Background: an optimization exercise with open tools, aiming at a short achievable clock period and few clock cycles. Do not read the settings as production practice. Where RTL was checked, it was by simulation tests only, not by an equivalence proof against the original. Power figures rest on the tool's default switching activity, not on a simulated workload.

==> willow <==
Design intc_timer, start of the top module:
module intc_timer (
    input  wire        clk,
    input  wire        rst,
    input  wire        cmd_valid,
    output reg         cmd_ready,
    input  wire [2:0]  cmd_op,
    input  wire [23:0] cmd_arg,
    input  wire [7:0]  cmd_data,
    output reg         rsp_valid,
    output reg  [7:0]  rsp_data,
    output wire [2:0]  pend,
    output reg  [1:0]  irq_line,
    output reg  [15:0] irq_vector
);
clock: 6.0 ns
lec_check: 0
abc_clock_period_in_ps: 1000
cap_margin: 20
core_margin: 2
core_utilization: 40
setup_slack_margin: 4.0
slew_margin: 20
tns_end_percent: 100
run.sh (not shown) runs the stock make flow with config.mk's settings and CLKGATE_MAP_FILE= SYNTH_SCRIPT=/design/flow/synth_recipe.tcl, a recipe that flattens the netlist after the stock synthesis.
==> violet: changes against willow <==
CORE_UTILIZATION = 55   (was 40)
PLACE_DENSITY = 0.7   (was unset)
==> qor summary <==
| quantity | violet | willow |
|---|---|---|
| Run status | no timing/DRC/antenna violations | no timing/DRC/antenna violations |
| Post-route standard cell area excluding fillers | 38200 um^2 | 38400 um^2 |
| Proportion of total power due to net switching | 0.301 | 0.306 |
| Standard-cell rows | 84 | 98 |
| Metal2 WL | 34.7 mm | 34.0 mm |
| Count of buffering cells on the critical path with inverters included | 3 | 12 |
| Worst Setup SP | f_m[7] | f_m[5] |
| Clk tree area frac | 0.0664 | 0.0630 |
| Worst hold slack after final layout | 0.316 ns | 0.307 ns |
| Final worst clock skew | 0.0327 ns | 0.0293 ns |
| Sequential portion of the cell area | 0.393 | 0.391 |
| Clk. pwr | 4610 uW | 4470 uW |
| Ratio of cells with drive above 1 in the final layout | 0.303 | 0.303 |
| Via Count | 20800 | 20600 |
| First-pass GRT wire length | 106 mm | 105 mm |
| Routed wire length | 68.1 mm | 66.7 mm |
| Depth of the critical timing path with buffers and inverters included | 25 | 31 |
| Multi-input gate count | 1703 | 1701 |
| Routed met3 length | 2.74 mm | 3.25 mm |
Testbench counts of willow, summed over its fixed seeds: cycles 5,034.
Testbench counts of violet, summed over its fixed seeds: cycles 5,034.

---

==> run R <==
intc_timer, a different RTL version from the one above (not shown whole).
clock: 6.0 ns
lec_check: 0
abc_clock_period_in_ps: 2200
cap_margin: 20
core_margin: 2
core_utilization: 40
setup_slack_margin: 3.6
slew_margin: 20
tns_end_percent: 100
==> run C: changes against run R <==
--- a/flow/design.v
+++ b/flow/design.v
@@ -35,11 +35,10 @@
     reg        s0_v;
     reg [2:0]  s0_op;
     reg [23:0] s0_arg;
     reg [7:0]  s0_data;
     reg [8:0]  s0_s;        
-    reg [8:0]  s0_sx;       
     reg [8:0]  s0_m1;       
     reg [9:0]  s0_m3;       
     reg [2:0]  bc;          
     wire s0_nv;                        
     wire s0_flag;                      
@@ -64,12 +63,10 @@
         if (s0_acc) begin
             s0_op   <= cmd_op;
             s0_arg  <= cmd_arg;
             s0_data <= cmd_data;
             s0_s    <= cmd_arg[23:18] != 6'd0 ? 9'd256 : {1'b0, cmd_arg[17:10]} + 9'd1;
-            s0_sx   <= cmd_op != OP_STEP ? 9'd0 :
-                       cmd_arg[23:18] != 6'd0 ? 9'd256 : {1'b0, cmd_arg[17:10]} + 9'd1;
             s0_m1   <= {1'b0, cmd_data} + 9'd1;
             s0_m3   <= {1'b0, cmd_data, 1'b0} + {2'b0, cmd_data} + 10'd3;
         end
     end
     reg  [2:0] f_dis;
@@ -891,28 +888,26 @@
     wire dvs3_c0 = dvs3_gg3[7];
     wire dvs3_c1 = dvs3_gg3[7] | dvs3_pp3[7];
     wire dv_ge3 = dv_s3[15:8] == 8'd0 && dvs3_c1;
     wire [7:0] dv_d3 = dvs3_s1[7:0];
     reg  [11:0] sig;
-    reg  [10:0] mg;
-    reg         stale_pp;
+    reg  [12:0] mg;
     reg         stale_p;
     wire [8:0]  sig_add = (s0_adv && s0_step && f_ten) ? s0_s : 9'd0;
     wire [8:0]  sig_sub = (go && x_step) ? p7_pkt[F_S +: 9] : 9'd0;
-    reg  [8:0]  add_r, sub_r;
-    wire [8:0]  s0_c = s0_v ? s0_sx : 9'd0;
     wire [11:0] sg_a = sig;
-    wire [11:0] sg_b = {3'b0, add_r};
-    wire [11:0] sg_c = ~{3'b0, sub_r};
+    wire [11:0] sg_b = {3'b0, sig_add};
+    wire [11:0] sg_c = ~{3'b0, sig_sub};
     wire [11:0] sg_s = sg_a ^ sg_b ^ sg_c;
     wire [11:0] sg_m = (sg_a & sg_b) | (sg_a & sg_c) | (sg_b & sg_c);
     wire [11:0] sg_k = {sg_m[10:0], 1'b0};
-    reg  [9:0]  mq;
-    reg  [8:0]  s0c_r;
-    wire [7:0]  sigc = sig[11:8] != 4'd0 ? 8'd255 : sig[7:0];
-    wire [9:0]  q_n  = {2'b0, tvalue} - {2'b0, sigc} - {1'b0, add_r};
-    wire [10:0] mg_n = {mq[9], mq} - {2'b0, s0c_r} - {2'b0, s0_c};
+    wire [12:0] mq_a = {5'b0, tvalue};
+    wire [12:0] mq_b = ~{1'b0, sig};
+    wire [12:0] mq_c = ~{4'b0, sig_add};
+    wire [12:0] mq_s = mq_a ^ mq_b ^ mq_c;
+    wire [12:0] mq_m = (mq_a & mq_b) | (mq_a & mq_c) | (mq_b & mq_c);
+    wire [12:0] mq_k = {mq_m[11:0], 1'b1};
     wire [11:0] sgn_p = sg_s ^ sg_k;
     wire [11:0] sgn_gg0 = sg_s & sg_k;
     wire [11:0] sgn_pp0 = sgn_p;
     wire [11:0] sgn_gg1 = sgn_gg0 | (sgn_pp0 & {sgn_gg0[10:0], 1'b0});
     wire [11:0] sgn_pp1 = sgn_pp0 & {sgn_pp0[10:0], {1{1'b1}}};
@@ -924,12 +919,27 @@
     wire [11:0] sgn_pp4 = sgn_pp3 & {sgn_pp3[3:0], {8{1'b1}}};
     wire [11:0] sgn_s0 = sgn_p ^ {sgn_gg4[10:0], 1'b0};
     wire [11:0] sgn_s1 = sgn_p ^ {sgn_gg4[10:0] | sgn_pp4[10:0], 1'b1};
     wire sgn_c0 = sgn_gg4[11];
     wire sgn_c1 = sgn_gg4[11] | sgn_pp4[11];
-    wire [15:0] mgn_p = {{5{mg[10]}}, mg} ^ ~{2'b0, s0_nhi};
-    wire [15:0] mgn_gg0 = {{5{mg[10]}}, mg} & ~{2'b0, s0_nhi};
+    wire [12:0] mgs_p = mq_s ^ mq_k;
+    wire [12:0] mgs_gg0 = mq_s & mq_k;
+    wire [12:0] mgs_pp0 = mgs_p;
+    wire [12:0] mgs_gg1 = mgs_gg0 | (mgs_pp0 & {mgs_gg0[11:0], 1'b0});
+    wire [12:0] mgs_pp1 = mgs_pp0 & {mgs_pp0[11:0], {1{1'b1}}};
+    wire [12:0] mgs_gg2 = mgs_gg1 | (mgs_pp1 & {mgs_gg1[10:0], 2'b0});
+    wire [12:0] mgs_pp2 = mgs_pp1 & {mgs_pp1[10:0], {2{1'b1}}};
+    wire [12:0] mgs_gg3 = mgs_gg2 | (mgs_pp2 & {mgs_gg2[8:0], 4'b0});
+    wire [12:0] mgs_pp3 = mgs_pp2 & {mgs_pp2[8:0], {4{1'b1}}};
+    wire [12:0] mgs_gg4 = mgs_gg3 | (mgs_pp3 & {mgs_gg3[4:0], 8'b0});
+    wire [12:0] mgs_pp4 = mgs_pp3 & {mgs_pp3[4:0], {8{1'b1}}};
+    wire [12:0] mgs_s0 = mgs_p ^ {mgs_gg4[11:0], 1'b0};
+    wire [12:0] mgs_s1 = mgs_p ^ {mgs_gg4[11:0] | mgs_pp4[11:0], 1'b1};
+    wire mgs_c0 = mgs_gg4[12];
+    wire mgs_c1 = mgs_gg4[12] | mgs_pp4[12];
+    wire [15:0] mgn_p = {{3{mg[12]}}, mg} ^ ~{2'b0, s0_nhi};
+    wire [15:0] mgn_gg0 = {{3{mg[12]}}, mg} & ~{2'b0, s0_nhi};
     wire [15:0] mgn_pp0 = mgn_p;
     wire [15:0] mgn_gg1 = mgn_gg0 | (mgn_pp0 & {mgn_gg0[14:0], 1'b0});
     wire [15:0] mgn_pp1 = mgn_pp0 & {mgn_pp0[14:0], {1{1'b1}}};
     wire [15:0] mgn_gg2 = mgn_gg1 | (mgn_pp1 & {mgn_gg1[13:0], 2'b0});
     wire [15:0] mgn_pp2 = mgn_pp1 & {mgn_pp1[13:0], {2{1'b1}}};
@@ -952,30 +962,22 @@
                  (p4_v && (p4_pkt[F_STEP] || p4_pkt[F_TLOAD]) && p4_m > f_m) ||
                  (p5_v && (p5_pkt[F_STEP] || p5_pkt[F_TLOAD]) && p5_m > f_m) ||
                  (p6_v && (p6_pkt[F_STEP] || p6_pkt[F_TLOAD]) && p6_m > f_m) ||
                  (p7_v && (p7_pkt[F_STEP] || p7_pkt[F_TLOAD]) && p7_m > f_m)));
     wire        rs_fly = (p1_v && (p1_pkt[F_TLOAD] || p1_pkt[F_POWER])) || (p2_v && (p2_pkt[F_TLOAD] || p2_pkt[F_POWER])) || (p3_v && (p3_pkt[F_TLOAD] || p3_pkt[F_POWER])) || (p4_v && (p4_pkt[F_TLOAD] || p4_pkt[F_POWER])) || (p5_v && (p5_pkt[F_TLOAD] || p5_pkt[F_POWER])) || (p6_v && (p6_pkt[F_TLOAD] || p6_pkt[F_POWER])) || (p7_v && (p7_pkt[F_TLOAD] || p7_pkt[F_POWER]));
-    wire        bound_ok = !stale_pp && !stale_p && !sl_go && !sl2_go && !dv_busy && !rs_fly;
+    wire        bound_ok = !stale_p && !sl_go && !sl2_go && !dv_busy && !rs_fly;
     assign s0_fits = bound_ok && !mg_nhi[15];    
     assign s0_flag = s0_step && f_ten && s0_nhi >= {5'b0, f_m} && trans && !s0_fits;
     always @(posedge clk) begin
         if (rst) begin
             sig     <= 12'd0;
-            add_r   <= 9'd0;
-            sub_r   <= 9'd0;
             stale_p <= 1'b1;
-            stale_pp <= 1'b1;
         end else begin
             sig     <= sgn_s1;
-            add_r   <= sig_add;
-            sub_r   <= sig_sub;
             stale_p <= sl_go || sl2_go || dv_busy || (go && (x_tload || x_power));
-            stale_pp <= stale_p;
         end
-        mq    <= q_n;
-        s0c_r <= s0_c;
-        mg    <= mg_n;
+        mg <= mgs_s1;
     end
     wire x_flag = p7_pkt[F_FLAG];
     wire [2:0] pend_n = !go ? pend_r :
                         x_power ? 3'b0 :
                         x_bound ? {x_pm[2:1], x_pm[0] & tline} : pend_r;
==> run A: changes against run R <==
--- a/flow/design.v
+++ b/flow/design.v
@@ -34,18 +34,15 @@
     endfunction
     reg        s0_v;
     reg [2:0]  s0_op;
     reg [23:0] s0_arg;
     reg [7:0]  s0_data;
-    reg [8:0]  s0_s;        
-    reg [8:0]  s0_sx;       
     reg [8:0]  s0_m1;       
     reg [9:0]  s0_m3;       
     reg [2:0]  bc;          
     wire s0_nv;                        
     wire s0_flag;                      
-    wire s0_fits;                      
     wire s0_adv = s0_v && (bc == 3'd0 || !s0_nv);     
     wire s0_acc = cmd_valid && cmd_ready;
     wire s0_v_n = s0_acc || (s0_v && !s0_adv);
     wire s0_nv_n = s0_acc ? nvc(cmd_op, cmd_arg[2:0], cmd_data[0]) :
                             nvc(s0_op, s0_arg[2:0], s0_data[0]);
@@ -63,13 +60,10 @@
         end
         if (s0_acc) begin
             s0_op   <= cmd_op;
             s0_arg  <= cmd_arg;
             s0_data <= cmd_data;
-            s0_s    <= cmd_arg[23:18] != 6'd0 ? 9'd256 : {1'b0, cmd_arg[17:10]} + 9'd1;
-            s0_sx   <= cmd_op != OP_STEP ? 9'd0 :
-                       cmd_arg[23:18] != 6'd0 ? 9'd256 : {1'b0, cmd_arg[17:10]} + 9'd1;
             s0_m1   <= {1'b0, cmd_data} + 9'd1;
             s0_m3   <= {1'b0, cmd_data, 1'b0} + {2'b0, cmd_data} + 10'd3;
         end
     end
     reg  [2:0] f_dis;
@@ -149,12 +143,11 @@
     localparam F_M     = 11;    
     localparam F_M3    = 20;    
     localparam F_A     = 30;    
     localparam F_B     = 40;    
     localparam F_FLAG  = 48;    
-    localparam F_S     = 49;    
-    localparam PW      = 58;
+    localparam PW      = 49;
     wire [PW-1:0] s0_pkt;
     assign s0_pkt[F_STEP]  = s0_step && f_ten;
     assign s0_pkt[F_POWER] = s0_power;
     assign s0_pkt[F_TLOAD] = s0_tload;
     assign s0_pkt[F_WIST]  = s0_write && s0_sel == 3'd1;
@@ -164,15 +157,12 @@
     assign s0_pkt[F_WREL]  = s0_wrel;
     assign s0_pkt[F_HINZ]  = s0_arg[23:18] != 6'd0;
     assign s0_pkt[F_RD]    = s0_read;
     assign s0_pkt[F_LOW]   = s0_wrel && s0_data < f_rel;
     assign s0_pkt[F_FLAG]  = s0_flag;
-    assign s0_pkt[F_S +: 9] = s0_s;
-    wire [8:0] s0_mx  = s0_fits ? 9'd256 : f_m;
-    wire [9:0] s0_m3x = s0_fits ? 10'd768 : f_m3;
-    assign s0_pkt[F_M  +: 9]  = s0_mx;
-    assign s0_pkt[F_M3 +: 10] = s0_m3x;
+    assign s0_pkt[F_M  +: 9]  = f_m;
+    assign s0_pkt[F_M3 +: 10] = f_m3;
     assign s0_pkt[F_A +: 10] = s0_bound ?
         {7'b0, {f_irq[2], f_irq[1], 1'b1} & ~f_dis & ~{3{s0_arg[0]}}} :
         s0_arg[9:0];
     assign s0_pkt[F_B +: 8] = s0_step ? s0_arg[17:10] :
                               s0_read ? s0_rdf :
@@ -240,11 +230,11 @@
         if (rst)
             p1_v <= 1'b0;
         else
             p1_v <= s0_adv;
         p1_pkt <= s0_pkt;
-        p1_r   <= s0_fits ? 8'd0 : q1_0_r;    
+        p1_r   <= q1_0_r;
         p1_n   <= s0_nhi[11:0];
     end
     wire [8:0] p1_m  = p1_pkt[F_M +: 9];
     wire [9:0] p1_m3 = p1_pkt[F_M3 +: 10];
     wire [10:0] q2_0_x = {1'b0, p1_r, p1_n[11:10]};
@@ -890,93 +880,13 @@
     wire [7:0] dvs3_s1 = dvs3_p ^ {dvs3_gg3[6:0] | dvs3_pp3[6:0], 1'b1};
     wire dvs3_c0 = dvs3_gg3[7];
     wire dvs3_c1 = dvs3_gg3[7] | dvs3_pp3[7];
     wire dv_ge3 = dv_s3[15:8] == 8'd0 && dvs3_c1;
     wire [7:0] dv_d3 = dvs3_s1[7:0];
-    reg  [11:0] sig;
-    reg  [10:0] mg;
-    reg         stale_pp;
-    reg         stale_p;
-    wire [8:0]  sig_add = (s0_adv && s0_step && f_ten) ? s0_s : 9'd0;
-    wire [8:0]  sig_sub = (go && x_step) ? p7_pkt[F_S +: 9] : 9'd0;
-    reg  [8:0]  add_r, sub_r;
-    wire [8:0]  s0_c = s0_v ? s0_sx : 9'd0;
-    wire [11:0] sg_a = sig;
-    wire [11:0] sg_b = {3'b0, add_r};
-    wire [11:0] sg_c = ~{3'b0, sub_r};
-    wire [11:0] sg_s = sg_a ^ sg_b ^ sg_c;
-    wire [11:0] sg_m = (sg_a & sg_b) | (sg_a & sg_c) | (sg_b & sg_c);
-    wire [11:0] sg_k = {sg_m[10:0], 1'b0};
-    reg  [9:0]  mq;
-    reg  [8:0]  s0c_r;
-    wire [7:0]  sigc = sig[11:8] != 4'd0 ? 8'd255 : sig[7:0];
-    wire [9:0]  q_n  = {2'b0, tvalue} - {2'b0, sigc} - {1'b0, add_r};
-    wire [10:0] mg_n = {mq[9], mq} - {2'b0, s0c_r} - {2'b0, s0_c};
-    wire [11:0] sgn_p = sg_s ^ sg_k;
-    wire [11:0] sgn_gg0 = sg_s & sg_k;
-    wire [11:0] sgn_pp0 = sgn_p;
-    wire [11:0] sgn_gg1 = sgn_gg0 | (sgn_pp0 & {sgn_gg0[10:0], 1'b0});
-    wire [11:0] sgn_pp1 = sgn_pp0 & {sgn_pp0[10:0], {1{1'b1}}};
-    wire [11:0] sgn_gg2 = sgn_gg1 | (sgn_pp1 & {sgn_gg1[9:0], 2'b0});
-    wire [11:0] sgn_pp2 = sgn_pp1 & {sgn_pp1[9:0], {2{1'b1}}};
-    wire [11:0] sgn_gg3 = sgn_gg2 | (sgn_pp2 & {sgn_gg2[7:0], 4'b0});
-    wire [11:0] sgn_pp3 = sgn_pp2 & {sgn_pp2[7:0], {4{1'b1}}};
-    wire [11:0] sgn_gg4 = sgn_gg3 | (sgn_pp3 & {sgn_gg3[3:0], 8'b0});
-    wire [11:0] sgn_pp4 = sgn_pp3 & {sgn_pp3[3:0], {8{1'b1}}};
-    wire [11:0] sgn_s0 = sgn_p ^ {sgn_gg4[10:0], 1'b0};
-    wire [11:0] sgn_s1 = sgn_p ^ {sgn_gg4[10:0] | sgn_pp4[10:0], 1'b1};
-    wire sgn_c0 = sgn_gg4[11];
-    wire sgn_c1 = sgn_gg4[11] | sgn_pp4[11];
-    wire [15:0] mgn_p = {{5{mg[10]}}, mg} ^ ~{2'b0, s0_nhi};
-    wire [15:0] mgn_gg0 = {{5{mg[10]}}, mg} & ~{2'b0, s0_nhi};
-    wire [15:0] mgn_pp0 = mgn_p;
-    wire [15:0] mgn_gg1 = mgn_gg0 | (mgn_pp0 & {mgn_gg0[14:0], 1'b0});
-    wire [15:0] mgn_pp1 = mgn_pp0 & {mgn_pp0[14:0], {1{1'b1}}};
-    wire [15:0] mgn_gg2 = mgn_gg1 | (mgn_pp1 & {mgn_gg1[13:0], 2'b0});
-    wire [15:0] mgn_pp2 = mgn_pp1 & {mgn_pp1[13:0], {2{1'b1}}};
-    wire [15:0] mgn_gg3 = mgn_gg2 | (mgn_pp2 & {mgn_gg2[11:0], 4'b0});
-    wire [15:0] mgn_pp3 = mgn_pp2 & {mgn_pp2[11:0], {4{1'b1}}};
-    wire [15:0] mgn_gg4 = mgn_gg3 | (mgn_pp3 & {mgn_gg3[7:0], 8'b0});
-    wire [15:0] mgn_pp4 = mgn_pp3 & {mgn_pp3[7:0], {8{1'b1}}};
-    wire [15:0] mgn_s0 = mgn_p ^ {mgn_gg4[14:0], 1'b0};
-    wire [15:0] mgn_s1 = mgn_p ^ {mgn_gg4[14:0] | mgn_pp4[14:0], 1'b1};
-    wire mgn_c0 = mgn_gg4[15];
-    wire mgn_c1 = mgn_gg4[15] | mgn_pp4[15];
-    wire [15:0] mg_nhi = mgn_s0;    
     wire [7:0] dv_n = dv_ge3 ? dv_d3 : dv_ge2 ? dv_d2 : dv_ge1 ? dv_d1 : dv_r;
-    wire trans = sl_go || sl2_go || dv_busy ||
-                 ((tvalue > r_rel || (p1_v && p1_pkt[F_LOW]) || (p2_v && p2_pkt[F_LOW]) || (p3_v && p3_pkt[F_LOW]) || (p4_v && p4_pkt[F_LOW]) || (p5_v && p5_pkt[F_LOW]) || (p6_v && p6_pkt[F_LOW]) || (p7_v && p7_pkt[F_LOW])) &&
-                  ({1'b0, tvalue} >= f_m ||
-                   (p1_v && (p1_pkt[F_STEP] || p1_pkt[F_TLOAD]) && p1_m > f_m) ||
-                 (p2_v && (p2_pkt[F_STEP] || p2_pkt[F_TLOAD]) && p2_m > f_m) ||
-                 (p3_v && (p3_pkt[F_STEP] || p3_pkt[F_TLOAD]) && p3_m > f_m) ||
-                 (p4_v && (p4_pkt[F_STEP] || p4_pkt[F_TLOAD]) && p4_m > f_m) ||
-                 (p5_v && (p5_pkt[F_STEP] || p5_pkt[F_TLOAD]) && p5_m > f_m) ||
-                 (p6_v && (p6_pkt[F_STEP] || p6_pkt[F_TLOAD]) && p6_m > f_m) ||
-                 (p7_v && (p7_pkt[F_STEP] || p7_pkt[F_TLOAD]) && p7_m > f_m)));
-    wire        rs_fly = (p1_v && (p1_pkt[F_TLOAD] || p1_pkt[F_POWER])) || (p2_v && (p2_pkt[F_TLOAD] || p2_pkt[F_POWER])) || (p3_v && (p3_pkt[F_TLOAD] || p3_pkt[F_POWER])) || (p4_v && (p4_pkt[F_TLOAD] || p4_pkt[F_POWER])) || (p5_v && (p5_pkt[F_TLOAD] || p5_pkt[F_POWER])) || (p6_v && (p6_pkt[F_TLOAD] || p6_pkt[F_POWER])) || (p7_v && (p7_pkt[F_TLOAD] || p7_pkt[F_POWER]));
-    wire        bound_ok = !stale_pp && !stale_p && !sl_go && !sl2_go && !dv_busy && !rs_fly;
-    assign s0_fits = bound_ok && !mg_nhi[15];    
-    assign s0_flag = s0_step && f_ten && s0_nhi >= {5'b0, f_m} && trans && !s0_fits;
-    always @(posedge clk) begin
-        if (rst) begin
-            sig     <= 12'd0;
-            add_r   <= 9'd0;
-            sub_r   <= 9'd0;
-            stale_p <= 1'b1;
-            stale_pp <= 1'b1;
-        end else begin
-            sig     <= sgn_s1;
-            add_r   <= sig_add;
-            sub_r   <= sig_sub;
-            stale_p <= sl_go || sl2_go || dv_busy || (go && (x_tload || x_power));
-            stale_pp <= stale_p;
-        end
-        mq    <= q_n;
-        s0c_r <= s0_c;
-        mg    <= mg_n;
-    end
+    wire trans = sl_go || sl2_go || dv_busy || tvalue > r_rel || (p1_v && p1_pkt[F_LOW]) || (p2_v && p2_pkt[F_LOW]) || (p3_v && p3_pkt[F_LOW]) || (p4_v && p4_pkt[F_LOW]) || (p5_v && p5_pkt[F_LOW]) || (p6_v && p6_pkt[F_LOW]) || (p7_v && p7_pkt[F_LOW]);
+    assign s0_flag = s0_step && f_ten && s0_nhi >= {5'b0, f_m} && trans;
     wire x_flag = p7_pkt[F_FLAG];
     wire [2:0] pend_n = !go ? pend_r :
                         x_power ? 3'b0 :
                         x_bound ? {x_pm[2:1], x_pm[0] & tline} : pend_r;
     always @(posedge clk) begin
--- a/flow/config.mk
+++ b/flow/config.mk
@@ -7,8 +7,8 @@
 export LEC_CHECK = 0
 export ABC_CLOCK_PERIOD_IN_PS = 2200
 export CAP_MARGIN = 20
 export CORE_MARGIN = 2
 export CORE_UTILIZATION = 40
-export SETUP_SLACK_MARGIN = 3.6
+export SETUP_SLACK_MARGIN = 4.0
 export SLEW_MARGIN = 20
 export TNS_END_PERCENT = 100
==> qor summary <==
Result of the run: run R finished clean; run C finished clean; run A finished clean
Fraction of power consumed by combinational cells: run R 0.414; run C 0.431; run A 0.429
Clock buf/inv share: run R 0.0627; run C 0.0632; run A 0.0656
Transition time at the pin with the least slew margin: run R 0.832 ns; run C 0.834 ns; run A 0.879 ns
Leakage power of the design: run R 20.7 nW; run C 19.5 nW; run A 16.6 nW
Non-clock buffers: run R 356; run C 390; run A 352
Number of global-route vias before repair: run R 27323; run C 27068; run A 23378
Ratio of total power to cell area: run R 429 nW/um^2; run C 450 nW/um^2; run A 448 nW/um^2
Count of TritonRoute iterations in the first routing pass: run R 6; run C 5; run A 5
Power attributed to combinational cells: run R 0.00882 W; run C 0.00912 W; run A 0.00794 W
Sequential cell count: run R 842; run C 797; run A 699
Global routing usage on met3: run R 0.0236; run C 0.0260; run A 0.0262
Antenna cells: run R 0; run C 1; run A 0
Half-perimeter wire length of the detailed placement result: run R 66.1 mm; run C 64.5 mm; run A 52.0 mm
Post-cts resize count: run R 590; run C 603; run A 557
Final nets: run R 4628; run C 4468; run A 3713
Clock buffers created by TritonCTS: run R 89; run C 83; run A 75
Area share of and/or/nand/nor cells after synthesis: run R 0.116; run C 0.116; run A 0.115
Fraction of post-synthesis cell area in the top cell type by area: run R 0.373; run C 0.374; run A 0.390
Tap cells: run R 1265; run C 1176; run A 978
Area share of fa/ha/maj cells after synthesis: run R 0.159; run C 0.160; run A 0.134
Testbench counts of run A, summed over its fixed seeds: cycles 5,042.
Function not checked in run R and run C: the RTL went through the layout flow alone.

static timing again, ports no longer ideal:
In the flow no input, the clock included, has a driving cell. The finished layouts below were timed again as built, in two steps. Step 1, drivers: a clkbuf_16 drives clk and a buf_2 each remaining input, both assumed. Step 2 times the ports against the registers' clock, not the clock port: input delays grow and output delays shrink by t, the midpoint of the rising clock arrivals with the driver on. Slacks: ideal / step 1 / step 2; pairs: ideal / step 1.
run	shift t [ns]	setup WS [ns]	worst setup path after step 2	latest minus earliest clock arrival (ns)	slew at the worst register clock pin (ns)
willow	0.678	1.383 / 1.383 / 1.383	register to register	0.037 / 0.037	0.07 / 0.07
violet	0.663	1.285 / 1.285 / 1.285	register to register	0.036 / 0.036	0.07 / 0.07
run R	0.709	3.096 / 3.096 / 2.744	input to register	0.053 / 0.052	0.07 / 0.07
run C	0.709	1.971 / 1.971 / 1.971	register to register	0.057 / 0.057	0.07 / 0.07
run A	0.684	3.072 / 3.072 / 2.924	input to register	0.055 / 0.055	0.06 / 0.06
After both steps setup and hold are still met in every run listed. The setup slack of run R, which loses most, moves by 0.000 ns with the drivers and by -0.352 ns with both steps.
